This design comes from an exercise in tuning for small area, a short achievable clock period and few clock cycles per item on the open sky130 flow, not from production work.
Only simulation tests tie the RTL to the original design; equivalence was not proved.

### config.mk
export PLATFORM = sky130hd
export DESIGN_NAME = fxcore
export DESIGN_NICKNAME = fxcore
export VERILOG_FILES = /design/flow/design.v
export SDC_FILE = /design/flow/constraint.sdc
export NUM_CORES = 8
export LEC_CHECK = 0
export CAP_MARGIN = 20
export CORE_MARGIN = 2
export CORE_UTILIZATION = 40
export SETUP_SLACK_MARGIN = 5
export SLEW_MARGIN = 20
### constraint.sdc
create_clock -name core_clock -period 14.0 [get_ports {clk}]
set_input_delay 2.8000 -clock core_clock [delete_from_list [all_inputs] [get_ports {clk}]]
set_output_delay 2.8000 -clock core_clock [all_outputs]
set_load 0.01 [all_outputs]
### design.v
module fxcore_div (
    input  wire [31:0] r,
    input  wire [1:0]  b,
    input  wire [31:0] d,
    input  wire [33:0] d3,
    output wire [31:0] r_nx,
    output wire [1:0]  q
);
    wire [33:0] sh = {r, b};
    wire [33:0] t1, t2, t3;
    wire        c1, c2, c3;      
    fxcore_bkadd #(34) a1 (.a(sh), .b(~{2'b0, d}),       .cin(1'b1), .s(t1), .co(c1));
    fxcore_bkadd #(34) a2 (.a(sh), .b(~{1'b0, d, 1'b0}), .cin(1'b1), .s(t2), .co(c2));
    fxcore_bkadd #(34) a3 (.a(sh), .b(~d3),              .cin(1'b1), .s(t3), .co(c3));
    assign q    = c3 ? 2'd3 : c2 ? 2'd2 : c1 ? 2'd1 : 2'd0;
    assign r_nx = c3 ? t3[31:0] : c2 ? t2[31:0] : c1 ? t1[31:0] : sh[31:0];
endmodule
module fxcore_bkadd #(parameter W = 35) (input [W-1:0] a, input [W-1:0] b, input cin,
                                  output [W-1:0] s, output co);
    localparam L = (W > 32) ? 6 : (W > 16) ? 5 : (W > 8) ? 4 : 3;    
    wire [W:0] g0, p0;
    assign g0 = {a & b, cin};
    assign p0 = {a ^ b, 1'b0};
    localparam N = W + 1;
    wire [(2*L+1)*N-1:0] G, P;
    assign G[N-1:0] = g0; assign P[N-1:0] = p0;
    genvar l, i;
    generate
        for (l = 0; l < L; l = l + 1) begin : up
            for (i = 0; i <= W; i = i + 1) begin : b
                if (((i + 1) % (2 << l)) == 0) begin : c
                    assign G[(l+1)*N+(i)] = G[(l)*N+(i)] | (P[(l)*N+(i)] & G[(l)*N+(i - (1 << l))]);
                    assign P[(l+1)*N+(i)] = P[(l)*N+(i)] & P[(l)*N+(i - (1 << l))];
                end else begin : n
                    assign G[(l+1)*N+(i)] = G[(l)*N+(i)];
                    assign P[(l+1)*N+(i)] = P[(l)*N+(i)];
                end
            end
        end
        for (l = L - 1; l >= 1; l = l - 1) begin : dn
            for (i = 0; i <= W; i = i + 1) begin : b
                if (((i + 1) % (1 << l)) == ((1 << l) >> 1) && i >= (1 << l)) begin : c
                    assign G[(2*L-l)*N+(i)] = G[(2*L-l-1)*N+(i)] | (P[(2*L-l-1)*N+(i)] & G[(2*L-l-1)*N+(i - ((1 << l) >> 1))]);
                    assign P[(2*L-l)*N+(i)] = P[(2*L-l-1)*N+(i)] & P[(2*L-l-1)*N+(i - ((1 << l) >> 1))];
                end else begin : n
                    assign G[(2*L-l)*N+(i)] = G[(2*L-l-1)*N+(i)];
                    assign P[(2*L-l)*N+(i)] = P[(2*L-l-1)*N+(i)];
                end
            end
        end
    endgenerate
    wire [W:0] c = G[(2*L-1)*N +: N];
    assign s  = p0[W:1] ^ c[W-1:0];
    assign co = c[W];
endmodule
module fxcore (
    input  wire        clk,
    input  wire        rst,
    input  wire        req,
    input  wire        we,
    input  wire [4:0]  addr,
    input  wire [31:0] wdata,
    output reg  [31:0] rdata,
    output wire        ack
);
    localparam [5:0] OP_FROMINT = 6'h01, OP_FADD   = 6'h02, OP_FSUB   = 6'h03,
                     OP_FMUL    = 6'h04, OP_FDIV   = 6'h05, OP_FROUND = 6'h06,
                     OP_FFLOOR  = 6'h07, OP_FCEIL  = 6'h08, OP_FFRAC  = 6'h09,
                     OP_FCLAMP  = 6'h0A, OP_FLERP  = 6'h0B, OP_FCMP   = 6'h0C,
                     OP_FSQRT   = 6'h0D, OP_ISQRT  = 6'h0E,
                     OP_RINT    = 6'h18, OP_RRANGE = 6'h19, OP_RBOOL  = 6'h1A,
                     OP_RFIX    = 6'h1B,
                     OP_VADD2   = 6'h20, OP_VADD3  = 6'h21, OP_VSUB2  = 6'h22,
                     OP_VSUB3   = 6'h23, OP_VSCALE2 = 6'h24, OP_VSCALE3 = 6'h25,
                     OP_VDIVS2  = 6'h26, OP_VDIVS3 = 6'h27, OP_VNEG2  = 6'h28,
                     OP_VNEG3   = 6'h29, OP_VDOT2  = 6'h2A, OP_VDOT3  = 6'h2B,
                     OP_VCROSS3 = 6'h2C, OP_VEQ2   = 6'h2D, OP_VEQ3   = 6'h2E,
                     OP_VLENSQ2 = 6'h30, OP_VLENSQ3 = 6'h31, OP_VLEN2 = 6'h32,
                     OP_VLEN3   = 6'h33, OP_VNORM2 = 6'h34, OP_VNORM3 = 6'h35,
                     OP_VDIST2  = 6'h36, OP_VDIST3 = 6'h37;
    localparam [4:0] A_CMD = 5'd16, A_STATUS = 5'd17, A_ERRCMD = 5'd18, A_SEED = 5'd19;
    localparam        DSTG  = 2;                  
    localparam [3:0]  CW24  = 24 / (2 * DSTG) - 1;  
    localparam [3:0]  CW48  = 48 / (2 * DSTG) - 1;  
    localparam [31:0] RNG_A = 32'd1664525;
    localparam [31:0] RNG_C = 32'd1013904223;
    localparam [3:0] S_IDLE = 4'd0, S_ERR = 4'd1, S_EX = 4'd2, S_QSET = 4'd3,
                     S_DIV = 4'd4, S_DFIX = 4'd5, S_SQS = 4'd6, S_NFIX = 4'd7,
                     S_WB0 = 4'd8, S_WB1 = 4'd9, S_COPY = 4'd10;
    function [8:0] op_class;
        input [5:0] op;
        begin
            case (op)
                OP_FROMINT, OP_FROUND, OP_FFLOOR, OP_FCEIL, OP_FFRAC,
                OP_FSQRT, OP_ISQRT, OP_RINT:
                    op_class = {1'b1, 2'd1, 2'd1, 2'd0, 2'd0};
                OP_FADD, OP_FSUB, OP_FMUL, OP_FDIV, OP_FCMP, OP_RRANGE:
                    op_class = {1'b1, 2'd1, 2'd1, 2'd1, 2'd0};
                OP_FCLAMP, OP_FLERP:
                    op_class = {1'b1, 2'd1, 2'd1, 2'd1, 2'd1};
                OP_RBOOL, OP_RFIX:
                    op_class = {1'b1, 2'd1, 2'd0, 2'd0, 2'd0};
                OP_VADD2, OP_VSUB2:
                    op_class = {1'b1, 2'd2, 2'd2, 2'd2, 2'd0};
                OP_VADD3, OP_VSUB3, OP_VCROSS3:
                    op_class = {1'b1, 2'd3, 2'd3, 2'd3, 2'd0};
                OP_VSCALE2, OP_VDIVS2:
                    op_class = {1'b1, 2'd2, 2'd2, 2'd1, 2'd0};
                OP_VSCALE3, OP_VDIVS3:
                    op_class = {1'b1, 2'd3, 2'd3, 2'd1, 2'd0};
                OP_VNEG2, OP_VNORM2:
                    op_class = {1'b1, 2'd2, 2'd2, 2'd0, 2'd0};
                OP_VNEG3, OP_VNORM3:
                    op_class = {1'b1, 2'd3, 2'd3, 2'd0, 2'd0};
                OP_VDOT2, OP_VEQ2, OP_VDIST2:
                    op_class = {1'b1, 2'd1, 2'd2, 2'd2, 2'd0};
                OP_VDOT3, OP_VEQ3, OP_VDIST3:
                    op_class = {1'b1, 2'd1, 2'd3, 2'd3, 2'd0};
                OP_VLENSQ2, OP_VLEN2:
                    op_class = {1'b1, 2'd1, 2'd2, 2'd0, 2'd0};
                OP_VLENSQ3, OP_VLEN3:
                    op_class = {1'b1, 2'd1, 2'd3, 2'd0, 2'd0};
                default:
                    op_class = 9'd0;
            endcase
        end
    endfunction
    function grp_ok;
        input [3:0] f;
        input [1:0] k;
        begin
            grp_ok = (k == 2'd0) || ({1'b0, f} + {3'd0, k} - 5'd1 <= 5'd15);
        end
    endfunction
    reg [31:0] R [0:15];
    reg [31:0] seed;
    reg        st_err, st_ovr;
    reg [3:0]  st_cause;
    reg [31:0] errcmd;
    reg [3:0]  state;
    reg [5:0]  op;
    reg [3:0]  rd, rs1, rs2, rs3;
    reg        n3;             
    reg        dw;             
    reg [2:0]  st;             
    reg [1:0]  jn;             
    reg [2:0]  it;             
    reg [3:0]  cnt;            
    reg        flag;           
    reg        bsign;          
    reg        qsign;          
    reg        sqp;            
    reg [3:0]  ha, hb;         
    reg [31:0] OA, OB;         
    reg [31:0] T0, T1, ACC;
    reg [31:0] DR, D1;         
    reg [33:0] D3;             
    reg [47:0] DQ;             
    wire [5:0] c_op  = wdata[31:26];
    wire [3:0] c_rd  = wdata[25:22];
    wire [3:0] c_rs1 = wdata[21:18];
    wire [3:0] c_rs2 = wdata[17:14];
    wire [3:0] c_rs3 = wdata[13:10];
    wire [8:0] c_cls = op_class(c_op);
    wire [1:0] k_rd  = c_cls[7:6];
    wire [1:0] k_rs1 = c_cls[5:4];
    wire [1:0] k_rs2 = c_cls[3:2];
    wire [1:0] k_rs3 = c_cls[1:0];
    reg [3:0] c_cause;
    always @* begin
        if (!c_cls[8])
            c_cause = 4'd1;
        else if (wdata[9:0] != 10'd0)
            c_cause = 4'd2;
        else if ((k_rs1 == 2'd0 && c_rs1 != 4'd0) || (k_rs2 == 2'd0 && c_rs2 != 4'd0) ||
                 (k_rs3 == 2'd0 && c_rs3 != 4'd0))
            c_cause = 4'd3;
        else if (!grp_ok(c_rd, k_rd) || !grp_ok(c_rs1, k_rs1) || !grp_ok(c_rs2, k_rs2))
            c_cause = 4'd4;
        else
            c_cause = 4'd0;
    end
    wire [3:0] c_d1 = c_rd - c_rs1;
    wire [3:0] c_d2 = c_rd - c_rs2;
    wire c_vb = (c_op == OP_VADD3) || (c_op == OP_VSUB3);
    wire c_dw = (c_op != OP_VCROSS3) &&
                !(c_n3 && (c_d1 == 4'd2 || (c_vb && c_d2 == 4'd2) ||
                           ((c_op == OP_VSCALE3) && c_d2 == 4'd0)));
    wire c_n3 = c_op[5] && ((c_op == OP_VEQ3) || (c_op == OP_VCROSS3) ||
                            (c_op != OP_VEQ2 && c_op[0]));
    wire idle = (state == S_IDLE);
    wire cmdw = req && we && (addr == A_CMD);
    wire c_b_rs1 = (c_op == OP_VNEG2) || (c_op == OP_VNEG3) ||
                   (c_op == OP_VLENSQ2) || (c_op == OP_VLENSQ3) ||
                   (c_op == OP_VLEN2) || (c_op == OP_VLEN3) ||
                   (c_op == OP_VNORM2) || (c_op == OP_VNORM3) ||
                   (c_op == OP_FLERP);
    wire c_a_rs2 = (c_op == OP_FLERP);
    wire c_rng   = (c_op == OP_RINT) || (c_op == OP_RRANGE) || (c_op == OP_RBOOL) || (c_op == OP_RFIX);
    wire c_dist  = (c_op == OP_VDIST2) || (c_op == OP_VDIST3);
    wire [3:0] pha = !idle ? ha : we ? (c_a_rs2 ? c_rs2 : c_rs1) : addr[3:0];
    wire [3:0] phb = !idle ? hb : (c_b_rs1 ? c_rs1 : c_rs2);
    wire [31:0] PH = R[pha];
    wire [31:0] PB = R[phb];
    wire [31:0] PD = PH - PB;
    always @* begin
        if (!addr[4])
            rdata = PH;
        else case (addr)
            A_STATUS: rdata = {24'd0, st_cause, 2'b00, st_ovr, st_err};
            A_ERRCMD: rdata = errcmd;
            A_SEED:   rdata = seed;
            default:  rdata = 32'd0;
        endcase
    end
    reg [1:0] ax_sel;    
    reg [1:0] ay_sel;    
    reg       alu_sub, alu_cin;
    reg [2:0] madd;      
    reg [1:0] oa_sel;    
    reg [2:0] ob_sel;    
    reg       acc_ob;    
    reg [3:0] res_sel;
    reg       w_en;
    reg [1:0] w_ofs;
    reg       t0_en, t1_en, acc_en;
    wire [31:0] floor_v = {{16{OA[31]}}, OA[31:16]};
    wire [31:0] AX = (ax_sel == 2'd0) ? OA : (ax_sel == 2'd1) ? 32'd0 : floor_v;
    wire [31:0] AY = (ay_sel == 2'd0) ? OB : (ay_sel == 2'd1) ? 32'd0 :
                     (ay_sel == 2'd2) ? DQ[31:0] : DR;
    wire [31:0] alu = AX + (AY ^ {32{alu_sub}}) + {31'd0, alu_sub | alu_cin};
    wire        a_eq = (alu == 32'd0);                       
    wire        a_lt = (OA[31] ^ OB[31]) ? OA[31] : alu[31];  
    reg         mph;                       
    reg  [31:0] MT;                        
    wire        rngm = (madd == 3'd4);
    wire [16:0] m17  = mph ? {OB[31], OB[31:16]} : {1'b0, OB[15:0]};
    wire [47:0] ma1  = mph ? (rngm ? {32'd0, MT[31:16]} : {16'd0, MT}) :
                             (rngm ? {16'd0, RNG_C} : 48'd0);
    wire [47:0] ma2  = !mph ? 48'd0 : (madd == 3'd2) ? {16'd0, ACC} :
                       (madd == 3'd3) ? {16'd0, ~ACC} : 48'd0;
    wire [47:0] Z    = $signed(OA) * $signed(m17) + $signed(ma1) + $signed(ma2) +
                       $signed({47'd0, mph && madd == 3'd3});
    wire [31:0] mt_in = rngm ? Z[31:0] : Z[47:16];
    wire [31:0] mres  = Z[31:0];
    wire [31:0] seed_nx = {Z[15:0], MT[15:0]};
    wire [31:0]       drs [0:DSTG];
    wire [2*DSTG-1:0] dqs;
    assign drs[0] = DR;
    genvar gs;
    generate
        for (gs = 0; gs < DSTG; gs = gs + 1) begin : g_div
            fxcore_div u_s (.r(drs[gs]), .b(DQ[47-2*gs:46-2*gs]), .d(D1), .d3(D3),
                            .r_nx(drs[gs+1]), .q(dqs[2*DSTG-1-2*gs:2*DSTG-2-2*gs]));
        end
    endgenerate
    reg  [31:0] dv;
    reg         dv_hi, dv_load;
    wire [31:0] OA_abs = OA[31] ? (32'd0 - OA) : OA;
    function [5:0] bitlen;
        input [31:0] v;
        integer k;
        begin
            bitlen = 6'd0;
            for (k = 0; k < 32; k = k + 1)
                if (v[k]) bitlen = k + 1;
        end
    endfunction
    reg  [5:0]  dv_bl;
    wire [31:0] wdd;
    wire [5:0]  wd_bl = bitlen(wdd);
    wire [5:0]  oa_bl = bitlen(OA ^ {32{OA[31]}}) + {5'd0, OA[31]};
    wire [5:0]  ac_bl = bitlen(ACC);
    wire        f24 = ({1'b0, dv_bl} <= {1'b0, wd_bl} + 7'd7);
    wire        f20 = ({1'b0, dv_bl} <= {1'b0, wd_bl} + 7'd3);
    wire        f16 = ({1'b0, dv_bl} + 7'd1 <= {1'b0, wd_bl});
    wire        f8  = ({1'b0, dv_bl} + 7'd9 <= {1'b0, wd_bl});
    reg  [31:0] dr_ld;
    reg  [47:0] dq_ld;
    reg  [3:0]  wcnt;
    always @* begin
        if (!dv_hi) begin
            dr_ld = {24'd0, dv[31:24]}; dq_ld = {dv[23:0], 24'd0}; wcnt = 4'd5;
        end else if (f8) begin
            dr_ld = {dv[23:0], 8'd0};   dq_ld = 48'd0;              wcnt = 4'd1;
        end else if (f16) begin
            dr_ld = dv;                 dq_ld = 48'd0;              wcnt = 4'd3;
        end else if (f20) begin
            dr_ld = {4'd0, dv[31:4]};   dq_ld = {dv[3:0], 44'd0};   wcnt = 4'd4;
        end else if (f24) begin
            dr_ld = {8'd0, dv[31:8]};   dq_ld = {dv[7:0], 40'd0};   wcnt = 4'd5;
        end else begin
            dr_ld = 32'd0;              dq_ld = {dv, 16'd0};        wcnt = 4'd11;
        end
    end
    wire        is_isqrt = (op == OP_ISQRT);
    wire        x_small  = (ACC[31:16] == 16'd0);
    wire [31:0] g0 = (!is_isqrt && x_small) ? ACC : {1'b0, ACC[31:1]};
    wire [31:0] q0 = is_isqrt ? ((ACC == 32'd3) ? 32'd3 : 32'd2) :
                     x_small ? 32'h00010000 :
                     32'h00020000 |
                     ((ACC[0] && ACC == 32'h00010001) ? 32'd2 :
                      (ACC[0] && ACC <= 32'h00020001) ? 32'd1 : 32'd0);
    wire        sq_zero  = ACC[31] || (ACC == 32'd0) || (is_isqrt && ACC == 32'd1);
    wire [31:0] n_x = (state == S_SQS) ? g0 : D1;
    wire [31:0] n_y = (state == S_SQS) ? q0 : {8'd0, DQ[23:0]};
    wire [32:0] nsum = {1'b0, n_x} + {1'b0, n_y};
    wire [31:0] gnew = nsum[32:1];
    assign wdd = (state == S_SQS || state == S_NFIX) ? gnew : D1;
    wire        conv = ({8'd0, DQ[23:0]} >= D1);          
    wire        keep_g = conv && !it[0];                   
    wire        n_last = conv || (it == 3'd7);
    wire [31:0] sq_fin = keep_g ? D1 : gnew;
    reg         d_load;
    wire [31:0] d_in  = (state == S_EX) ? alu : gnew;
    wire [33:0] d3_in = {2'b0, d_in} + {1'b0, d_in, 1'b0};
    localparam [3:0] R_ALU = 4'd0, R_FROMINT = 4'd1, R_FFRAC = 4'd2, R_CMP = 4'd3,
                     R_CLAMP1 = 4'd4, R_CLAMP2 = 4'd5, R_EQ = 4'd6, R_MUL = 4'd7,
                     R_RBOOL = 4'd8, R_RFIX = 4'd9, R_ZERO = 4'd10, R_OA = 4'd11,
                     R_OB = 4'd12, R_T0 = 4'd13, R_T1 = 4'd14, R_SQ = 4'd15;
    reg [31:0] res;
    always @* begin
        case (res_sel)
            R_ALU:     res = alu;
            R_FROMINT: res = {OA[15:0], 16'd0};
            R_FFRAC:   res = {16'd0, OA[15:0]};
            R_CMP:     res = a_lt ? 32'hFFFFFFFF : a_eq ? 32'd0 : 32'd1;
            R_CLAMP1:  res = a_lt ? OB : OA;
            R_CLAMP2:  res = flag ? T0 : (!a_lt && !a_eq) ? OB : OA;
            R_EQ:      res = {31'd0, flag && a_eq};
            R_MUL:     res = mres;
            R_RBOOL:   res = {31'd0, Z[0]};
            R_RFIX:    res = {16'd0, Z[15:0]};
            R_ZERO:    res = 32'd0;
            R_OA:      res = OA;
            R_OB:      res = OB;
            R_T0:      res = T0;
            R_T1:      res = T1;
            default:   res = sq_fin;
        endcase
    end
    wire op_vec_div = (op == OP_VDIVS2) || (op == OP_VDIVS3) ||
                      (op == OP_VNORM2) || (op == OP_VNORM3);
    wire op_rng_div = (op == OP_RINT) || (op == OP_RRANGE);
    wire [1:0] nlast = n3 ? 2'd2 : 2'd1;      
    wire oa_zero = (OA == 32'd0);
    wire ob_zero = (OB == 32'd0);
    reg [3:0] state_nx;
    reg [2:0] st_nx;
    reg [1:0] jn_nx;
    reg [3:0] ha_nx, hb_nx;
    reg       done;            
    reg       flag_nx;
    reg       mph_nx;
    wire      mstep = (op == OP_FMUL) || (op == OP_FLERP && st != 3'd0) ||
                      (op == OP_VSCALE2) || (op == OP_VSCALE3) ||
                      (op == OP_VDOT2) || (op == OP_VDOT3) ||
                      (op == OP_VLENSQ2) || (op == OP_VLENSQ3) ||
                      (op == OP_VLEN2) || (op == OP_VLEN3) ||
                      (op == OP_VNORM2) || (op == OP_VNORM3) ||
                      (op == OP_VDIST2) || (op == OP_VDIST3) ||
                      (op == OP_VCROSS3 && st != 3'd0) ||
                      ((op == OP_RBOOL || op == OP_RFIX || op == OP_RINT || op == OP_RRANGE) &&
                       st == 3'd0);
    reg       seed_en;
    reg       bsign_en, qsign_en;
    reg [2:0] it_nx;
    reg [3:0] cnt_nx;
    function [1:0] xa;
        input [2:0] s;
        case (s)
            3'd1: xa = 2'd2; 3'd2: xa = 2'd1; 3'd3: xa = 2'd0;
            3'd4: xa = 2'd2; 3'd5: xa = 2'd1; default: xa = 2'd0;
        endcase
    endfunction
    function [1:0] xb;
        input [2:0] s;
        case (s)
            3'd1: xb = 2'd1; 3'd2: xb = 2'd2; 3'd3: xb = 2'd2;
            3'd4: xb = 2'd0; 3'd5: xb = 2'd0; default: xb = 2'd1;
        endcase
    endfunction
    always @* begin
        state_nx = state;
        st_nx    = st;
        jn_nx    = jn;
        ha_nx    = ha;
        hb_nx    = hb;
        it_nx    = it;
        cnt_nx   = cnt;
        flag_nx  = flag;
        done     = 1'b0;
        ax_sel   = 2'd0;
        ay_sel   = 2'd0;
        alu_sub  = 1'b0;
        alu_cin  = 1'b0;
        madd     = 3'd0;
        oa_sel   = 2'd0;
        ob_sel   = 3'd0;
        acc_ob   = 1'b0;
        res_sel  = R_ALU;
        w_en     = 1'b0;
        w_ofs    = 2'd0;
        t0_en    = 1'b0;
        t1_en    = 1'b0;
        acc_en   = 1'b0;
        seed_en  = 1'b0;
        bsign_en = 1'b0;
        qsign_en = 1'b0;
        d_load   = 1'b0;
        dv_load  = 1'b0;
        dv       = ACC;
        dv_bl    = ac_bl;
        dv_hi    = !is_isqrt;
        if (idle) begin
            oa_sel = c_rng ? 2'd2 : (c_dist || c_op == OP_FLERP) ? 2'd1 : 2'd0;
            ob_sel = c_rng ? 3'd2 : c_dist ? 3'd1 : 3'd0;
        end
        case (state)
            S_EX: begin
                st_nx = st + 3'd1;
                ha_nx = ha + 4'd1;
                hb_nx = hb + 4'd1;
                case (op)
                    OP_FROMINT: begin res_sel = R_FROMINT; w_en = 1'b1; done = 1'b1; end
                    OP_FFRAC:   begin res_sel = R_FFRAC;   w_en = 1'b1; done = 1'b1; end
                    OP_FFLOOR:  begin ax_sel = 2'd2; ay_sel = 2'd1; w_en = 1'b1; done = 1'b1; end
                    OP_FROUND:  begin ax_sel = 2'd2; ay_sel = 2'd1; alu_cin = OA[15];
                                      w_en = 1'b1; done = 1'b1; end
                    OP_FCEIL:   begin ax_sel = 2'd2; ay_sel = 2'd1; alu_cin = (OA[15:0] != 16'd0);
                                      w_en = 1'b1; done = 1'b1; end
                    OP_FADD:    begin w_en = 1'b1; done = 1'b1; end
                    OP_FSUB:    begin alu_sub = 1'b1; w_en = 1'b1; done = 1'b1; end
                    OP_FCMP:    begin alu_sub = 1'b1; res_sel = R_CMP; w_en = 1'b1; done = 1'b1; end
                    OP_FMUL:    begin res_sel = R_MUL; w_en = 1'b1; done = 1'b1; end
                    OP_FCLAMP: begin
                        alu_sub = 1'b1;
                        if (st == 3'd0) begin
                            res_sel = R_CLAMP1; t0_en = 1'b1; flag_nx = a_lt;
                        end else begin
                            res_sel = R_CLAMP2; w_en = 1'b1; done = 1'b1;
                        end
                    end
                    OP_FLERP: begin
                        if (st == 3'd0) begin
                            oa_sel = 2'd3;                     
                            acc_ob = 1'b1;                     
                        end else begin
                            madd = 3'd2; res_sel = R_MUL;
                            w_en = 1'b1; done = 1'b1;
                        end
                    end
                    OP_FDIV, OP_VDIVS2, OP_VDIVS3: begin
                        ax_sel = 2'd1; alu_sub = OB[31];
                        ha_nx = ha;
                        bsign_en = 1'b1;
                        if (ob_zero) begin
                            if (op == OP_FDIV) begin
                                res_sel = R_ZERO; w_en = 1'b1; done = 1'b1;
                            end else begin
                                jn_nx = 2'd0; ha_nx = ha + 4'd1; state_nx = S_COPY;
                            end
                        end else begin
                            d_load = 1'b1; jn_nx = 2'd0; state_nx = S_QSET;
                        end
                    end
                    OP_RBOOL, OP_RFIX: begin
                        madd = 3'd4; seed_en = 1'b1;
                        res_sel = (op == OP_RBOOL) ? R_RBOOL : R_RFIX;
                        w_en = 1'b1; done = 1'b1;
                    end
                    OP_RINT, OP_RRANGE: begin
                        ha_nx = rs1;
                        if (st == 3'd0) begin
                            madd = 3'd4; seed_en = 1'b1;       
                        end else if (op == OP_RINT) begin
                            ax_sel = 2'd1;                     
                            if (OB[31] || ob_zero) begin
                                res_sel = R_ZERO; w_en = 1'b1; done = 1'b1;
                            end else begin
                                d_load = 1'b1; state_nx = S_QSET;
                            end
                        end else begin
                            alu_sub = 1'b1;                    
                            if (a_lt || a_eq) begin
                                res_sel = R_OB; t0_en = 1'b1; state_nx = S_WB0;
                            end else begin
                                d_load = 1'b1; state_nx = S_QSET;
                            end
                        end
                    end
                    OP_VADD2, OP_VADD3, OP_VSUB2, OP_VSUB3, OP_VNEG2, OP_VNEG3,
                    OP_VSCALE2, OP_VSCALE3: begin
                        if (op == OP_VNEG2 || op == OP_VNEG3) ax_sel = 2'd1;
                        alu_sub = (op == OP_VSUB2) || (op == OP_VSUB3) ||
                                  (op == OP_VNEG2) || (op == OP_VNEG3);
                        if (op == OP_VSCALE2 || op == OP_VSCALE3) begin
                            res_sel = R_MUL; hb_nx = hb;
                        end
                        w_ofs = st[1:0];
                        if (dw) begin
                            w_en = 1'b1;
                            if (st[1:0] == nlast) done = 1'b1;
                        end else begin
                            if (st[1:0] == 2'd0) t0_en = 1'b1;
                            if (st[1:0] == 2'd1) t1_en = 1'b1;
                            if (st[1:0] == nlast) begin
                                t0_en = 1'b0; t1_en = 1'b0; w_en = 1'b1; state_nx = S_WB0;
                            end
                        end
                    end
                    OP_VEQ2, OP_VEQ3: begin
                        alu_sub = 1'b1; res_sel = R_EQ;
                        flag_nx = (st == 3'd0) ? a_eq : (flag && a_eq);
                        if (st == 3'd0) res_sel = R_EQ;
                        if (st[1:0] == nlast) begin
                            w_en = 1'b1; done = 1'b1;
                        end
                    end
                    OP_VDOT2, OP_VDOT3, OP_VLENSQ2, OP_VLENSQ3,
                    OP_VLEN2, OP_VLEN3, OP_VNORM2, OP_VNORM3: begin
                        madd = (st == 3'd0) ? 3'd0 : 3'd2;
                        acc_en = 1'b1; res_sel = R_MUL;
                        if (st[1:0] == nlast) begin
                            if (op == OP_VDOT2 || op == OP_VDOT3 ||
                                op == OP_VLENSQ2 || op == OP_VLENSQ3) begin
                                w_en = 1'b1; done = 1'b1;
                            end else begin
                                state_nx = S_SQS;
                                ha_nx = rs1; hb_nx = rs1;
                            end
                        end
                    end
                    OP_VDIST2, OP_VDIST3: begin
                        oa_sel = 2'd1; ob_sel = 3'd1;          
                        madd = (st == 3'd0) ? 3'd0 : 3'd2;
                        acc_en = 1'b1;
                        if (st[1:0] == nlast) state_nx = S_SQS;
                    end
                    OP_VCROSS3: begin
                        ha_nx = rs1 + {2'd0, xa(st + 3'd2)};
                        hb_nx = rs2 + {2'd0, xb(st + 3'd2)};
                        if (st != 3'd0) res_sel = R_MUL;
                        madd = (st == 3'd2 || st == 3'd4 || st == 3'd6) ? 3'd3 : 3'd0;
                        acc_en = (st == 3'd1 || st == 3'd3 || st == 3'd5);
                        t0_en = (st == 3'd2);
                        t1_en = (st == 3'd4);
                        if (st == 3'd6) begin
                            w_ofs = 2'd2; w_en = 1'b1; state_nx = S_WB0;
                        end
                    end
                    default: begin
                        done = 1'b1;
                    end
                endcase
            end
            S_QSET: begin
                if (op_rng_div) begin
                    dv_load = 1'b1; dv = {16'd0, seed[31:16]}; dv_hi = 1'b0;
                end else begin
                    dv_load = 1'b1; dv = OA_abs; dv_bl = oa_bl; dv_hi = 1'b1; 
                    qsign_en = 1'b1;
                    if (op_vec_div) ha_nx = ha + 4'd1;
                end
                state_nx = S_DIV;
            end
            S_DIV: begin
                cnt_nx = cnt - 4'd1;
                if (cnt == 4'd0)
                    state_nx = sqp ? S_NFIX : S_DFIX;
            end
            S_DFIX: begin
                if (op_rng_div) begin
                    ay_sel = 2'd3;
                    if (op == OP_RINT) ax_sel = 2'd1;      
                    w_en = 1'b1; done = 1'b1;
                end else begin
                    ax_sel = 2'd1; ay_sel = 2'd2; alu_sub = qsign;
                    if (op == OP_FDIV) begin
                        w_en = 1'b1; done = 1'b1;
                    end else begin
                        w_ofs = jn;
                        if (jn == nlast) begin
                            w_en = 1'b1;
                            if (dw) done = 1'b1; else state_nx = S_WB0;
                        end else begin
                            if (dw) w_en = 1'b1;
                            else if (jn == 2'd0) t0_en = 1'b1; else t1_en = 1'b1;
                            jn_nx = jn + 2'd1;
                            dv_load = 1'b1; dv = OA_abs; dv_bl = oa_bl; dv_hi = 1'b1; 
                            qsign_en = 1'b1;
                            ha_nx = ha + 4'd1;
                            state_nx = S_DIV;
                        end
                    end
                end
            end
            S_SQS: begin
                it_nx = 3'd1;
                if (sq_zero) begin
                    if (op == OP_VNORM2 || op == OP_VNORM3) begin
                        jn_nx = 2'd0; ha_nx = ha + 4'd1; state_nx = S_COPY;
                    end else begin
                        res_sel = R_ZERO; w_en = 1'b1; done = 1'b1;
                    end
                end else begin
                    d_load = 1'b1;
                    dv_load = 1'b1;
                    state_nx = S_DIV;
                end
            end
            S_NFIX: begin
                it_nx = it + 3'd1;
                if (n_last) begin
                    if (!keep_g) d_load = 1'b1;
                    if (op == OP_VNORM2 || op == OP_VNORM3) begin
                        jn_nx = 2'd0; state_nx = S_QSET;
                    end else begin
                        res_sel = R_SQ; w_en = 1'b1; done = 1'b1;
                    end
                end else begin
                    d_load = 1'b1;
                    dv_load = 1'b1;
                    state_nx = S_DIV;
                end
            end
            S_COPY: begin
                res_sel = R_OA;
                ha_nx = ha + 4'd1;
                w_ofs = jn;
                jn_nx = jn + 2'd1;
                if (dw) begin
                    w_en = 1'b1;
                    if (jn == nlast) done = 1'b1;
                end else begin
                    if (jn == 2'd0) t0_en = 1'b1;
                    if (jn == 2'd1) t1_en = 1'b1;
                    if (jn == nlast) begin
                        t0_en = 1'b0; t1_en = 1'b0; w_en = 1'b1; state_nx = S_WB0;
                    end
                end
            end
            S_WB0: begin
                res_sel = R_T0; w_en = 1'b1; w_ofs = 2'd0;
                if (n3) state_nx = S_WB1;
                else    done = 1'b1;
            end
            S_WB1: begin
                res_sel = R_T1; w_en = 1'b1; w_ofs = 2'd1; done = 1'b1;
            end
            S_ERR: begin
                done = 1'b1;
            end
            default: ;
        endcase
        mph_nx = 1'b0;
        if (state == S_EX && mstep && !mph) begin
            mph_nx   = 1'b1;
            oa_sel   = 2'd3;
            ob_sel   = 3'd4;
            st_nx    = st;
            ha_nx    = ha;
            hb_nx    = hb;
            w_en     = 1'b0;
            done     = 1'b0;
            t0_en    = 1'b0;
            t1_en    = 1'b0;
            acc_en   = 1'b0;
            acc_ob   = 1'b0;
            seed_en  = 1'b0;
            d_load   = 1'b0;
            flag_nx  = flag;
            state_nx = state;
        end
        if (done) state_nx = S_IDLE;
    end
    assign ack = req && (idle ? !cmdw : done);
    wire        hw_en  = idle && req && we && !addr[4];
    wire        rf_en  = hw_en || (!idle && w_en);
    wire [3:0]  rf_sel = idle ? addr[3:0] : rd + {2'd0, w_ofs};
    wire [31:0] rf_d   = rst ? 32'd0 : idle ? wdata : res;
    genvar gi;
    generate
        for (gi = 0; gi < 16; gi = gi + 1) begin : g_rf
            always @(posedge clk)
                if (rst || (rf_en && rf_sel == gi)) R[gi] <= rf_d;
        end
    endgenerate
    always @(posedge clk) begin
        if (oa_sel != 2'd3)
            OA <= (oa_sel == 2'd0) ? PH : (oa_sel == 2'd1) ? PD : seed;
        if (ob_sel != 3'd4)
            OB <= (ob_sel == 3'd0) ? PB : (ob_sel == 3'd1) ? PD : (ob_sel == 3'd2) ? RNG_A : alu;
        MT  <= mt_in;
        mph <= mph_nx;
        if (t0_en) T0 <= res;
        if (t1_en) T1 <= res;
        if (idle) ACC <= PH;
        else if (acc_ob) ACC <= OB;
        else if (acc_en) ACC <= mres;
        if (d_load) begin
            D1 <= d_in;
            D3 <= d3_in;
        end
        if (bsign_en) bsign <= OB[31];
        if (qsign_en) qsign <= OA[31] ^ (bsign_en ? OB[31] : bsign);
        if (dv_load) begin
            DR <= dr_ld;
            DQ <= dq_ld;
        end else if (state == S_DIV) begin
            DR <= drs[DSTG];
            DQ <= {DQ[47-2*DSTG:0], dqs};
        end
        st   <= st_nx;
        jn   <= jn_nx;
        ha   <= ha_nx;
        hb   <= hb_nx;
        it   <= it_nx;
        cnt  <= dv_load ? wcnt : cnt_nx;
        flag <= flag_nx;
        if (state == S_SQS) sqp <= 1'b1;
        if (state == S_NFIX && n_last) sqp <= 1'b0;
        if (rst) begin
            state    <= S_IDLE;
            seed     <= 32'd0;
            st_err   <= 1'b0;
            st_ovr   <= 1'b0;
            st_cause <= 4'd0;
            errcmd   <= 32'd0;
        end else begin
            state <= state_nx;
            if (seed_en) seed <= seed_nx;
            if (idle && req) begin
                if (cmdw) begin
                    if (c_cause != 4'd0) begin
                        if (!st_err) begin
                            st_err   <= 1'b1;
                            st_cause <= c_cause;
                            errcmd   <= wdata;
                        end else begin
                            st_ovr <= 1'b1;
                        end
                        state <= S_ERR;
                    end else begin
                        op    <= c_op;
                        rd    <= c_rd;
                        rs1   <= c_rs1;
                        rs2   <= c_rs2;
                        rs3   <= c_rs3;
                        n3    <= c_n3;
                        dw    <= c_dw;
                        bsign <= 1'b0;
                        sqp   <= 1'b0;
                        st    <= 3'd0;
                        state <= (c_op == OP_FSQRT || c_op == OP_ISQRT) ? S_SQS : S_EX;
                        if (c_op == OP_FCLAMP) begin
                            ha <= c_rs1; hb <= c_rs3;
                        end else if (c_op == OP_FLERP) begin
                            ha <= c_rs3; hb <= c_rs3;
                        end else if (c_op == OP_RRANGE) begin
                            ha <= c_rs2; hb <= c_rs1;
                        end else if (c_op == OP_RINT) begin
                            ha <= c_rs1; hb <= c_rs1;
                        end else if (c_op == OP_VCROSS3) begin
                            ha <= c_rs1 + 4'd2; hb <= c_rs2 + 4'd1;
                        end else if (c_op == OP_FDIV || c_op == OP_VDIVS2 || c_op == OP_VDIVS3 ||
                                     c_op == OP_FSQRT || c_op == OP_ISQRT) begin
                            ha <= c_rs1; hb <= c_rs2;
                        end else if (c_b_rs1) begin
                            ha <= c_rs1 + 4'd1; hb <= c_rs1 + 4'd1;
                        end else if (c_op == OP_VSCALE2 || c_op == OP_VSCALE3) begin
                            ha <= c_rs1 + 4'd1; hb <= c_rs2;
                        end else begin
                            ha <= c_rs1 + 4'd1; hb <= c_rs2 + 4'd1;
                        end
                    end
                end else if (we && addr == A_STATUS) begin
                    if (wdata[0]) begin
                        st_err   <= 1'b0;
                        st_ovr   <= 1'b0;
                        st_cause <= 4'd0;
                        errcmd   <= 32'd0;
                    end
                end else if (we && addr == A_SEED) begin
                    seed <= wdata;
                end
            end
        end
    end
endmodule
### run.sh
#!/bin/bash
# synth_recipe.tcl (not shown) runs the flow's synth.tcl, then flattens the netlist and writes it again
# the make line also repeats each setting of config.mk as NAME=value (left out here)
make -C /OpenROAD-flow-scripts/flow DESIGN_CONFIG=/design/flow/config.mk WORK_HOME=/design/flow/orfs CLKGATE_MAP_FILE= SYNTH_SCRIPT=/design/flow/synth_recipe.tcl finish
==> run notes, run 1 <==
hold path endpoint=seed[0]; CTS buffer count=between 100 and 150; Antenna Nets Post-Route=0; Critical Setup Path Class=flip-flop to flip-flop; layout cells sized above 1=16.3%; clk slew on worst S/H paths=about 60 ps; clk buf depth=3; total negative slack=0 ps; post-route DRC violation count=0; post-synthesis async set-or-reset flop share=0%; Final Core Density=between 40% and 50%; final setup skew=between 90 and 100 ps; Vias=~87000; number of flops mapped to enable cells by yosys=~850; Hold Vio Cnt, Final=0; max incr delay on CP=approximately 540 ps; sequential area share after synthesis=30.6%; First DRT Iteration DRCs=approximately 12000; GP Congestion=1.05; die width=roughly 480 um; biggest registers after layout=R (512), DQ (48), D3 (33); Setup crit end kind=flip-flop; first-pass GRT wire length=around 630000 um; Core Area=227000 um2; worst-case reg-to-reg path depth=28; worst hold path type=flip-flop to flip-flop; Main synth FF type=edfxtp_1; total grt overflow=0; Max stage delay cell, worst path=ha_1; H-tree Lvls=3; FMAX=between 0.1 and 0.15 GHz; syn_nets=between 10000 and 15000; Die ar.=between 200000 and 250000 um2; Reg with most FFs=R; Setup-failing EPs final=0; fin nets=between 10000 and 15000; Ys Warns=3; sequential cell area=about 28000 um2; Syn Inst Count=about 9900; I/O Buffers=73; dominant cell type by area after synthesis=edfxtp_1; count leader, synth=nand2_1; FP Rows=175; syn avg cell area=approximately 9.2 um2; DP Wirelength=326000 um; vias in the first global route=between 80000 and 90000; footprint of the multi-input gates=just over 60000 um2; hold path depth=2; placed cell count=~13000; WL final=around 450000 um; outcome=no timing/DRC/antenna violations; I/O pins=74; max cap viols=0; reg-to-reg setup timing slack=4820 ps; Initial Utilization=roughly two fifths; clk sinks=approximately 970; Synth-to-Final Area Change=18.4%; largest net degree at the start of global routing=66; unrepaired setup endpoints after global routing=true; First-pass DRT Iterations=8; synth top area cells=edfxtp_1 (28%), fa_1 (15%), ha_1 (7.6%); fin crit share=65.6%; Slew Viols, Final=0; hold_sp=seed[0]; Rel. slew slack=a little under an eighth; DR WL/cell=around 34 um; Clock Latency Late Sink=between 800 and 900 ps; initial antenna violation count=25; final cell count without fillers=13297; critical path launch point=op[1]; post-synth top area share=around 28%; worst-path maximum fanout=27; Die Y=between 400 and 500 um; Worst path most repeated cell=buf_4; reg-to-reg startpoint=op[1]; CTS tree=built; CP arrival=~9800 ps; Period minus WS final=9180 ps; via/cell ratio=about 6.6; GR Util All Layers=37.8%; Post-synth top cells=nand2_1 (1223), edfxtp_1 (848), inv_1 (790); cell area after synthesis=between 90000 and 100000 um2; worst slew pin tran=approximately 1300 ps; max FFs per register=512; Synth cell types=between 100 and 150; worst reg2reg endpoint=R[15][17]; Fillers=around 21000; CP required=~15000 ps; Setup crit start kind=flip-flop; Seq cells post-synth=~970; clock root buffer=clkbuf_16
worst max-delay path, delay by kind of cell, from the launching register on:
family | cells | cell delay [ps]
flip-flops | 1 | 520
AO/OA/AOI/OAI | 12 | 3310
buffers and inverters | 5 | 1320
XOR/XNOR | 1 | 490
adder cells (fa/ha/maj) | 1 | 540
AND/OR/NAND/NOR | 9 | 2780
per-stage QoR:
stage | area (um2) | worst slack (ps) | hold slack [ps]
floorplan | 91000 | 5000 | 432
global placement | 96900 | 1550 | 474
detailed placement | 96900 | 1580 | 488
CTS | 105000 | 5000 | 499
global route | 108000 | 4740 | 523
finish | 108000 | 4820 | 508
area by class of cell:
type	instances	share of cell area (%)
well taps	3009	3.49
flip-flops and latches	967	25.9
repair buffers	784	6.67
diodes	24	0.0557
clock inverters	75	0.955
clock buffers	134	2.71
multi-input cells	7501	57.4
inverters	803	2.88
cell usage in the layout (no fill, tap or decap), drive strengths merged, types with 63 or more instances in the layout:
cell	netlist	routed
a211oi	116	116
a21o	159	160
a21oi	576	576
a221oi	192	192
a22o	110	112
a22oi	343	343
a31oi	63	63
and2	138	139
buf	75	723
clkbuf	530	150
dfxtp	119	119
edfxtp	848	848
fa	672	672
ha	556	556
inv	793	794
mux2i	152	152
nand2	1225	1225
nand2b	90	90
nand3	192	192
nand4	103	103
nor2	661	661
nor2b	133	133
nor3	166	166
o21ai	525	525
o22ai	106	106
or2	64	64
xnor2	253	253
xor2	128	128
per-layer routing:
| metal | vias up | GRT usage [%] | wire [um] |
|---|---|---|---|
| met4 | 16 | 24.3 | 36100 |
| met2 | 6170 | 56.6 | 192000 |
| met1 | 43226 | 47.9 | 168000 |
| met5 | - | 0 | 112 |
| li1 | 36121 | - | - |
| met3 | 1664 | 10.7 | 55300 |
cell families (layout without fill, tap and decap cells):
family | count (synthesis) | in the layout | synth area share [%]
and+or+nand+nor | 2973 | 2974 | 15.0
AOI/OAI and AO/OA | 2721 | 2725 | 20.3
buffers and inverters | 1408 | 1796 | 5.86
adders and majority gates | 1229 | 1229 | 22.4
DFF | 967 | 967 | 30.6
xor gates and xnor gates | 381 | 381 | 3.67
muxes | 192 | 192 | 2.18
other | 0 | 24 | 0
worst max-delay path by stage:
stage          slack [ps]        end
6_report             4820  R[15][17]
5_1_grt              4740     DR[21]
4_1_cts              5000  rdata[17]
3_5_place_dp         1580     OB[30]
3_3_place_gp         1550     OB[30]
2_1_floorplan        5000     DR[23]
timing repair:
action	in CTS	in global routing
gates resized for setup	596	388
cloned	9	13
setup endpoints to repair	883	715
hold buffers	0	0
setup buffers	162	141
pin swaps	96	165
Testbench counts, summed over its fixed seeds: cycles 40,509, cmds 3,200.
==> run 2: changes to the inputs <==
--- a/config.mk
+++ b/config.mk
@@ -7,6 +7,6 @@
 export LEC_CHECK = 0
 export CAP_MARGIN = 20
 export CORE_MARGIN = 2
-export CORE_UTILIZATION = 40
+export CORE_UTILIZATION = 50
 export SETUP_SLACK_MARGIN = 5
 export SLEW_MARGIN = 20
==> run 2 against run 1 <==
Still clean. Critical path depth decreased by 9. Hold slack got worse by 46 ps. Core utilization increased by 12 points. Cell count decreased by 4.6%. Sequential share of layout area increased by 0.26 points. Routed wire length increased by 1.3%. Non-clock buffer count increased by 21.
==> run notes, run 2 <==
Rel. slew slack=12.6% (+1.1 points); Die ar.=185000 um2 (-20%); CTS tree=built; worst slew pin tran=1300 ps (-16.9 ps); WL final=458000 um (+1.3%); DR WL/cell=36.1 um (+6.2%); Synth cell types=114 (unchanged); Critical Setup Path Class=input port to primary output; Slew Viols, Final=0 (unchanged); Final Core Density=59.0% (+12 points); reg-to-reg startpoint=op[3]; vias in the first global route=85462 (+1.3%); CP required=11200 ps (-3460 ps); via/cell ratio=7.02 (+7.0%); DP Wirelength=324000 um (-0.48%); Synth-to-Final Area Change=17.2%; First DRT Iteration DRCs=14302 (+20%); Ys Warns=3 (unchanged); Main synth FF type=edfxtp_1; post-route DRC violation count=0 (unchanged); Clock Latency Late Sink=820 ps (-30 ps); Setup crit end kind=primary output; worst-case reg-to-reg path depth=29 (+3.6%); GR Util All Layers=48.1% (+10 points); final setup skew=51.5 ps (-48.3 ps); FMAX=0.110 GHz (+1.1%); post-synthesis async set-or-reset flop share=0% (unchanged); initial antenna violation count=37 (+48%); layout cells sized above 1=15.9% (-0.34 points); First-pass DRT Iterations=10 (+2); CP arrival=6290 ps (-3550 ps); Setup-failing EPs final=0 (unchanged); H-tree Lvls=3 (unchanged); Period minus WS final=9090 ps (-97.0 ps); Worst setup endpoint=rdata[25]; post-synth top area share=28.0% (unchanged); Fillers=15663 (-27%); biggest registers after layout=R (512), DQ (48), D3 (33); die width=431 um (-10%); cell area after synthesis=91000 um2 (unchanged); Core Area=181000 um2 (-20%); critical path, cell by cell=dlygate4sd2_1 > buf_6 > clkinv_8 > nor2_4 > nand3_4 > mux2i_1 > a211oi_2 > a21oi_4 > or2_4 > nor2_4 > buf_12 > buf_8 > buf_6 > a22oi_1 > nand4_1 > o22a_1 > inv_4 > o22ai_2 > clkdlybuf4s15_2; syn_nets=11140 (unchanged); CTS buffer count=112 (+0.90%); total negative slack=0 ps (unchanged); sequential area share after synthesis=30.6% (unchanged); first-pass GRT wire length=637000 um (+1.1%); number of flops mapped to enable cells by yosys=848 (unchanged); most frequent cells in the layout=nand2_1 (1186), edfxtp_1 (848), inv_1 (747); syn avg cell area=9.22 um2 (unchanged); Max stage delay cell, worst path=a211oi_2; unrepaired setup endpoints after global routing=true; worst-path maximum fanout=11 (-59%); max cap viols=0 (unchanged); Reg with most FFs=R; clk buf depth=3 (unchanged); dominant cell type by area after synthesis=edfxtp_1; outcome=no timing/DRC/antenna violations; max incr delay on CP=340 ps (-200 ps); Seq cells post-synth=967 (unchanged); Syn Inst Count=9871 (unchanged); critical path launch point=wdata[27]; max FFs per register=512 (unchanged); Initial Utilization=50.4% (+10 points); fin crit share=64.9% (-0.69 points); largest net degree at the start of global routing=69 (+4.5%); total grt overflow=0 (unchanged); worst hold path type=flip-flop to flip-flop; I/O Buffers=73 (unchanged); Die Y=431 um (-10%); clock root buffer=clkbuf_16; clk slew on worst S/H paths=70 ps (about the same); Setup crit start kind=input port; GP Congestion=1.14 (+9.4%); I/O pins=74 (unchanged); FP Rows=156 (-11%); fin nets=11465 (+0.24%); Antenna Nets Post-Route=0 (unchanged); Vias=89034 (+2.1%); synth top area cells=edfxtp_1 (28%), fa_1 (15%), ha_1 (7.6%); hold path depth=2 (unchanged); worst reg2reg endpoint=R[12][6]; most common cell after layout, fill and taps aside=nand2_1; Post-synth top cells=nand2_1 (1223), edfxtp_1 (848), inv_1 (790); reg-to-reg setup timing slack=4930 ps (+110 ps); clk sinks=967 (unchanged); Hold Vio Cnt, Final=0 (unchanged); count leader, synth=nand2_1
==> run 2: layer usage <==
layer	vias to the layer above	share of wire (%)	GRT usage (%)
li1	36165	-	-
met2	7291	42	71.0
met3	2178	13	16.1
met1	43370	34	57.4
met4	30	10	38.1
met5	-	0.055	0.234
==> run 2: per-stage QoR <==
| step | cell area [um2] | setup WS (ps) | hold WS, ps | cells |
|---|---|---|---|---|
| after floorplan | 91000 | 5000 | 432 | 9871 |
| after global routing | 107000 | 4870 | 479 | 12668 |
| final | 107000 | 4910 | 462 | 12684 |
| after detailed placement | 95900 | 2290 | 449 | 12076 |
| after global placement | 95900 | 1780 | 446 | 12074 |
| after CTS | 104000 | 4960 | 459 | 12522 |
==> run 2: worst min path at each step <==
stage | from | endpoint | slack (ps)
6_report | st_cause[0] | st_cause[0] | 460
5_1_grt | st_cause[0] | st_cause[0] | 480
4_1_cts | st_cause[0] | st_cause[0] | 460
3_5_place_dp | st_cause[0] | st_cause[0] | 450
3_3_place_gp | st_cause[0] | st_cause[0] | 450
2_1_floorplan | st_cause[0] | st_cause[0] | 430
==> run 2: cell type report <==
| class | count | area, um2 | share of cell area, % |
|---|---|---|---|
| Timing Repair Buffer | 805 | 7280 | 6.83 |
| Multi-Input combinational cell | 7507 | 61600 | 57.7 |
| Inverter | 803 | 3120 | 2.92 |
| Sequential cell | 967 | 27900 | 26.1 |
| Tap cell | 2370 | 2970 | 2.78 |
| Clock inverter | 79 | 943 | 0.885 |
| Clock buffer | 133 | 2880 | 2.70 |
| Antenna cell | 20 | 50.0 | 0.0469 |
==> run 2: worst max-delay path, delay by kind of cell <==
| family | cells | cell delay, ps |
|---|---|---|
| AO/OA/AOI/OAI | 5 | 1010 |
| buffers and inverters | 8 | 1370 |
| multiplexers | 1 | 170 |
| AND/OR/NAND/NOR | 5 | 870 |
==> run 2: kinds of logic (layout without fill, tap and decap cells) <==
logic type | count (synthesis) | count (layout) | share of synthesized area (%)
AO/OA/AOI/OAI | 2721 | 2726 | 20.3
XOR/XNOR | 381 | 381 | 3.67
adder cells (fa/ha/maj) | 1229 | 1229 | 22.4
buffers and inverters | 1408 | 1820 | 5.86
flip-flops | 967 | 967 | 30.6
multiplexers | 192 | 192 | 2.18
other | 0 | 20 | 0
AND/OR/NAND/NOR | 2973 | 2979 | 15.0
==> run 2: what timing repair did <==
item,in CTS,in global routing
cloned,9,10
gates resized for setup,649,271
pin swaps,119,113
buffers inserted,225,128
hold buffers,0,0
setup endpoints to repair,881,699
==> run 3: changes to the inputs <==
--- a/config.mk
+++ b/config.mk
@@ -5,8 +5,8 @@
 export SDC_FILE = /design/flow/constraint.sdc
 export NUM_CORES = 8
 export LEC_CHECK = 0
-export CAP_MARGIN = 20
+export CAP_MARGIN = 10
 export CORE_MARGIN = 2
 export CORE_UTILIZATION = 50
 export SETUP_SLACK_MARGIN = 5
-export SLEW_MARGIN = 20
+export SLEW_MARGIN = 10
==> run 3 against run 2 <==
Now fails the layout checks on slew limit. Worst setup slack got worse by 53 ps. Area after synthesis unchanged. Final area increased by 0.19%. Non-clock buffer count increased by 17. First-iteration DRC count increased by 0.86%. Synthesized cell count unchanged. Sequential share of layout area about the same. Cell count increased by 0.12%. Clock skew decreased by 7.9 ps. Critical path type is now flip-flop to flip-flop. Largest cell class unchanged. Highest routed layer unchanged.
==> run notes, run 3 <==
outcome=failed layout checks; violated checks=slew limit; synth top area cells=edfxtp_1 (28%), fa_1 (15%), ha_1 (7.6%); hold path endpoint=st_cause[0]; initial antenna violation count=35 (-5.4%); hold_sp=st_cause[0]; First DRT Iteration DRCs=14425 (+0.86%); Synth cell types=114 (unchanged); Die Y=431 um (unchanged); Clock Latency Late Sink=820 ps (about the same); clock root buffer=clkbuf_16; GP Congestion=1.14 (unchanged); most frequent cells in the layout=nand2_1 (1186), edfxtp_1 (848), inv_1 (751); Slew Viols, Final=4 (+4); count leader, synth=nand2_1; CTS tree=built; Synth-to-Final Area Change=17.4%; vias in the first global route=84869 (-0.69%); Antenna Nets Post-Route=0 (unchanged); Period minus WS final=9140 ps (+53.2 ps); Post-synth top cells=nand2_1 (1223), edfxtp_1 (848), inv_1 (790); CP arrival=9600 ps (+3310 ps); final setup skew=43.6 ps (-7.91 ps); Hold Vio Cnt, Final=0 (unchanged); post-synth top area share=28.0% (unchanged); clk buf depth=3 (unchanged); syn_nets=11140 (unchanged); number of flops mapped to enable cells by yosys=848 (unchanged); sequential area share after synthesis=30.6% (unchanged); fin nets=11480 (+0.13%); layout cells sized above 1=16.0% (+0.083 points); Main synth FF type=edfxtp_1; syn avg cell area=9.22 um2 (unchanged); CP required=14460 ps (+3260 ps); first-pass GRT wire length=634000 um (-0.42%); CTS buffer count=108 (-3.6%); FMAX=0.109 GHz (-0.58%); Vias=88927 (-0.12%); First-pass DRT Iterations=10 (unchanged); Rel. slew slack=-4.69% (-17 points); total negative slack=0 ps (unchanged); clk sinks=967 (unchanged); dominant cell type by area after synthesis=edfxtp_1; Setup crit start kind=flip-flop; hold path depth=2 (unchanged); Fillers=15667 (+0.026%); Core Area=181000 um2 (unchanged); worst hold path type=flip-flop to flip-flop; Setup-failing EPs final=0 (unchanged); post-synthesis async set-or-reset flop share=0% (unchanged); Setup crit end kind=flip-flop; I/O pins=74 (unchanged); Initial Utilization=50.4% (unchanged); post-route DRC violation count=0 (unchanged); die width=431 um (unchanged); Die ar.=185000 um2 (unchanged); worst slew pin tran=1570 ps (+272 ps); hold buffers post-CTS=0 (unchanged); max cap viols=0 (unchanged); Syn Inst Count=9871 (unchanged); total grt overflow=0 (unchanged); worst-path maximum fanout=33 (+22); FP Rows=156 (unchanged); H-tree Lvls=3 (unchanged); Ys Warns=3 (unchanged); fin crit share=65.3% (+0.38 points); reg-to-reg setup timing slack=4860 ps (-70 ps); cell area after synthesis=91000 um2 (unchanged); Reg with most FFs=R; reg-to-reg startpoint=op[1]; worst reg2reg endpoint=R[15][17]; DR WL/cell=36.0 um (-0.19%); final cell count without fillers=12699 (+0.12%); max FFs per register=512 (unchanged); Critical Setup Path Class=flip-flop to flip-flop; unrepaired setup endpoints after global routing=true; worst-case reg-to-reg path depth=27 (-6.9%); clk slew on worst S/H paths=70 ps (about the same); most common cell after layout, fill and taps aside=nand2_1; WL final=457000 um (about the same); largest net degree at the start of global routing=69 (unchanged); I/O Buffers=73 (unchanged); Seq cells post-synth=967 (unchanged); GR Util All Layers=47.9% (-0.14 points); via/cell ratio=7.00 (-0.24%); biggest registers after layout=R (512), DQ (48), D3 (33); DP Wirelength=324000 um (about the same); placed cell count=12075 (-0.0083%)
run 3: worst max-delay path, cell delays in order (launching register included):
cell       delay [ps]
edfxtp_1          520
buf_6             190
buf_4             180
nor3_2            460
buf_6             360
nand2_1           170
a21oi_1           760
a21oi_1           120
xnor2_1           190
ha_1              440
nand3_1           200
nor2_1             80
nor3_1            300
o21ai_1           220
o211a_1           330
a2111oi_4         680
and4_2            440
o2111ai_1         150
a2111oi_2         350
and4_4            380
a21o_4            280
nand2_4           160
o21ba_2           360
buf_6             240
o21ai_0           150
a32oi_2           440
nand2_1           240
o31ai_2           330
run 3: cells by family after synthesis:
group	Yosys count	synth area share [%]
AND/OR/NAND/NOR	2973	15.0
AO/OA/AOI/OAI	2721	20.3
buffers and inverters	1408	5.86
adder cells (fa/ha/maj)	1229	22.4
flip-flops	967	30.6
XOR/XNOR	381	3.67
multiplexers	192	2.18
run 3: stage by stage:
stage	cell area (um2)	util [%]	worst slack, ps	hold slack, ps
final	107000	59.1	4860	465
after CTS	104000	57.6	4950	458
after detailed placement	95900	53.0	2280	449
after global routing	107000	59.1	4830	478
after floorplan	91000	-	5000	432
after global placement	95900	53.0	1780	446
run 3: final cells by class:
class	count	area [um2]	area share, %
multi-input combinational	7509	61700	57.7
antenna	26	65.1	0.0609
tap	2370	2970	2.77
inverter	803	3130	2.93
clock inverter	60	631	0.590
sequential	967	27900	26.1
timing repair buffer	822	7590	7.10
clock buffer	142	2960	2.77
run 3: how the worst max path moves through the flow:
stage / startpoint / to / slack (ps) / depth (start not counted)
6_report: op[1] / R[15][17] / 4860 / 27
5_1_grt: D1[8] / DR[2] / 4830 / 34
4_1_cts: wdata[27] / rdata[4] / 4950 / 19
3_5_place_dp: st[0] / R[3][28] / 2280 / 33
3_3_place_gp: OA[6] / R[2][4] / 1780 / 25
2_1_floorplan: ACC[30] / DR[23] / 5000 / 42
run 3: routing by layer:
layer | vias to the layer above | track usage [%] | wire (um)
li1 | 36202 | - | -
met1 | 43127 | 57.4 | 156000
met2 | 7309 | 70.4 | 190000
met3 | 2257 | 15.7 | 62100
met4 | 32 | 39.2 | 48400
met5 | - | 0.312 | 324
run 3: what timing repair did:
action | in CTS | in global routing
setup buffers | 234 | 138
pin swaps | 126 | 133
gates resized for setup | 672 | 308
cloned | 9 | 13
setup endpoints to repair | 882 | 681
==> run 4: changes to the inputs <==
==> config.mk (replaced) <==
export PLATFORM = sky130hd
export DESIGN_NAME = fxcore
export DESIGN_NICKNAME = fxcore
export VERILOG_FILES = /design/flow/design.v
export SDC_FILE = /design/flow/constraint.sdc
export NUM_CORES = 8
export LEC_CHECK = 0
export CAP_MARGIN = 20
export CORE_MARGIN = 2
export CORE_UTILIZATION = 45
export SETUP_SLACK_MARGIN = 5
export SLEW_MARGIN = 20
==> run 4 against run 3 <==
Via count down 1.9%. Critical endpoint is now R[7][4]. Core utilization down 6.1 points. Die area increased by 11%. The run now finishes clean. Area after synthesis unchanged. Worst setup slack gained 100 ps. Cell count increased by 2.1%. Global-route usage decreased by 6.8 points. First-iteration DRC count fell by 12%. Maximum frequency increased by 1.2%.
==> run notes, run 4 <==
fin nets=11452 (-0.24%); first-pass GRT wire length=609000 um (-4.0%); Synth cell types=114 (unchanged); worst hold path type=flip-flop to flip-flop; CTS tree=built; I/O pins=74 (unchanged); Post-synth top cells=nand2_1 (1223), edfxtp_1 (848), inv_1 (790); Critical Setup Path Class=flip-flop to flip-flop; FP Rows=165 (+5.8%); cell area after synthesis=91000 um2 (unchanged); GP Congestion=1.07 (-6.1%); Setup crit end kind=flip-flop; Rel. slew slack=12.8% (+17 points); worst slew pin tran=1290 ps (-276 ps); post-synth top area share=28.0% (unchanged); clock root buffer=clkbuf_16; vias in the first global route=82899 (-2.3%); First-pass DRT Iterations=10 (unchanged); Reg with most FFs=R; number of flops mapped to enable cells by yosys=848 (unchanged); syn avg cell area=9.22 um2 (unchanged); Hold Vio Cnt, Final=0 (unchanged); clk sinks=967 (unchanged); Max stage delay cell, worst path=o211ai_1; die width=454 um (+5.4%); Clock Latency Late Sink=830 ps (about the same); Antenna Nets Post-Route=0 (unchanged); DP Wirelength=309000 um (-4.6%); Core Area=202000 um2 (+12%); CTS buffer count=108 (unchanged); unrepaired setup endpoints after global routing=true; post-synthesis async set-or-reset flop share=0% (unchanged); DR WL/cell=33.7 um (-6.4%); sequential area share after synthesis=30.6% (unchanged); Setup crit start kind=flip-flop; max FFs per register=512 (unchanged); layout cells sized above 1=16.2% (+0.23 points); outcome=no timing/DRC/antenna violations; synth top area cells=edfxtp_1 (28%), fa_1 (15%), ha_1 (7.6%); total grt overflow=0 (unchanged); Slew Viols, Final=0 (-4); worst-path maximum fanout=37 (+12%); Vias=87226 (-1.9%); GR Util All Layers=41.1% (-6.8 points); Syn Inst Count=9871 (unchanged); post-route DRC violation count=0 (unchanged); CP required=14530 ps (+70 ps); initial antenna violation count=29 (-17%); max cap viols=0 (unchanged); largest net degree at the start of global routing=99 (+43%); Main synth FF type=edfxtp_1; CP arrival=9560 ps (-40 ps); most common cell after layout, fill and taps aside=nand2_1; clk slew on worst S/H paths=70 ps (about the same); footprint of the multi-input gates=61600 um2 (about the same); Seq cells post-synth=967 (unchanged); max incr delay on CP=910 ps (+150 ps); via/cell ratio=6.73 (-3.9%); FMAX=0.111 GHz (+1.2%); hold buffers post-CTS=0 (unchanged); Fillers=18156 (+16%); biggest registers after layout=R (512), DQ (48), D3 (33); Die Y=454 um (+5.4%); dominant cell type by area after synthesis=edfxtp_1; Setup-failing EPs final=0 (unchanged); Die ar.=206000 um2 (+11%); Period minus WS final=9030 ps (-105 ps); Ys Warns=3 (unchanged); total negative slack=0 ps (unchanged); I/O Buffers=73 (unchanged); Initial Utilization=45.1% (-5.2 points); most frequent cells in the layout=nand2_1 (1181), edfxtp_1 (848), inv_1 (746); WL final=437000 um (-4.5%); fin crit share=64.5% (-0.75 points); sequential cell area=27900 um2 (about the same); First DRT Iteration DRCs=12731 (-12%); H-tree Lvls=3 (unchanged); final setup skew=88.8 ps (+45.3 ps); syn_nets=11140 (unchanged); clk buf depth=3 (unchanged); Synth-to-Final Area Change=17.5% (about the same); count leader, synth=nand2_1
run 4: changes by cell type in the layout (fill, tap and decap cells not counted), moves of 11 or more:
| cell | change |
|---|---|
| a21oi_1 | -13 |
| clkinv_1 | -11 |
| buf_12 | -20 |
| o21ai_1 | +12 |
run 4: final timing paths:
kind | from | end | slack, ps | cells after the start
worst max-delay path | state[2] | R[7][4] | 4970 | 28
worst min-delay path | st_cause[0] | st_cause[0] | 470 | 2
worst max register to register | state[2] | R[7][4] | 4970 | 28
worst min register to register | st_cause[0] | st_cause[0] | 470 | 2
run 4: metrics by stage:
stage               setup slack [ps]  instances  cell area, um2  util, %  hold WS (ps)
floorplan                       5000       9871           91000        -           432
global placement                1860      12368           96200     47.7           446
detailed placement              1730      12370           96200     47.7           456
CTS                             4890      12763          104000     51.5           466
global route                    4880      12950          107000     53.0           497
finish                          4970      12968          107000     53.0           469
run 4: repair_timing:
action                     CTS  global route
setup endpoints to repair  884           702
gates resized for setup    645           315
pin swaps                  101           131
gates cloned                10            11
buffers inserted           181           173
run 4: critical path: cells and delay by family (launching register included):
kind	cells	cell delay (ps)
flip-flops	1	530
buffers and inverters	6	1400
AO/OA/AOI/OAI	10	3300
XOR/XNOR	1	160
AND/OR/NAND/NOR	10	2710
adder cells (fa/ha/maj)	1	570
run 4: logic make-up (layout without fill, tap and decap cells):
kind of cell,count (synthesis),count (layout),share of synthesized area (%)
and+or+nand+nor,2973,2976,15.0
AOI/OAI and AO/OA,2721,2726,20.3
DFF,967,967,30.6
other,0,21,0
xor gates and xnor gates,381,381,3.67
muxes,192,192,2.18
buffers and inverters,1408,1804,5.86
adders and majority gates,1229,1229,22.4
run 4: per-layer routing:
metal  global-route usage (%)  share of wire, %
met1                     49.6                35
met3                     12.6                12
met2                     62.1                43
met5                        0             0.055
met4                     30.2               9.5
run 4: area by class of cell:
cell class | count | area share (%)
repair buffers | 799 | 6.71
clock buffers | 125 | 2.61
clock inverters | 77 | 0.926
well taps | 2672 | 3.13
flip-flops and latches | 967 | 26.1
diodes | 21 | 0.0491
multi-input cells | 7504 | 57.6
inverters | 803 | 2.90

-- separate check: timing with driven ports --
How much do the figures lean on ideal ports? The routed layouts below were timed once more, with nothing changed but the port constraints. Step 1, drivers: a clkbuf_16 drives clk and a buf_2 each remaining input, both assumed. Step 2, shift: input delay + t, output delay - t, t = (earliest + latest rising clock arrival at the registers) / 2. This alone moves slack from input paths to output paths. Slacks: no drivers / after step 1 / after step 2; pairs: no drivers / after step 1.
| run | t, ns | setup slack, ns | latest minus earliest clock arrival (ns) | slew at the worst register clock pin (ns) | worst data-port slew with drivers (ns) |
|---|---|---|---|---|---|
| run 1 | 0.885 | 4.817 / 4.817 / 4.405 | 0.099 / 0.100 | 0.07 / 0.07 | 0.12 |
| run 2 | 0.887 | 4.914 / 4.881 / 4.385 | 0.051 / 0.051 | 0.07 / 0.07 | 0.06 |
| run 3 | 0.890 | 4.861 / 4.861 / 4.476 | 0.044 / 0.044 | 0.07 / 0.07 | 0.06 |
| run 4 | 0.891 | 4.966 / 4.966 / 4.444 | 0.089 / 0.089 | 0.07 / 0.07 | 0.05 |
The setup slack of run 2, which loses most, moves by -0.033 ns with the drivers and by -0.529 ns with both steps.
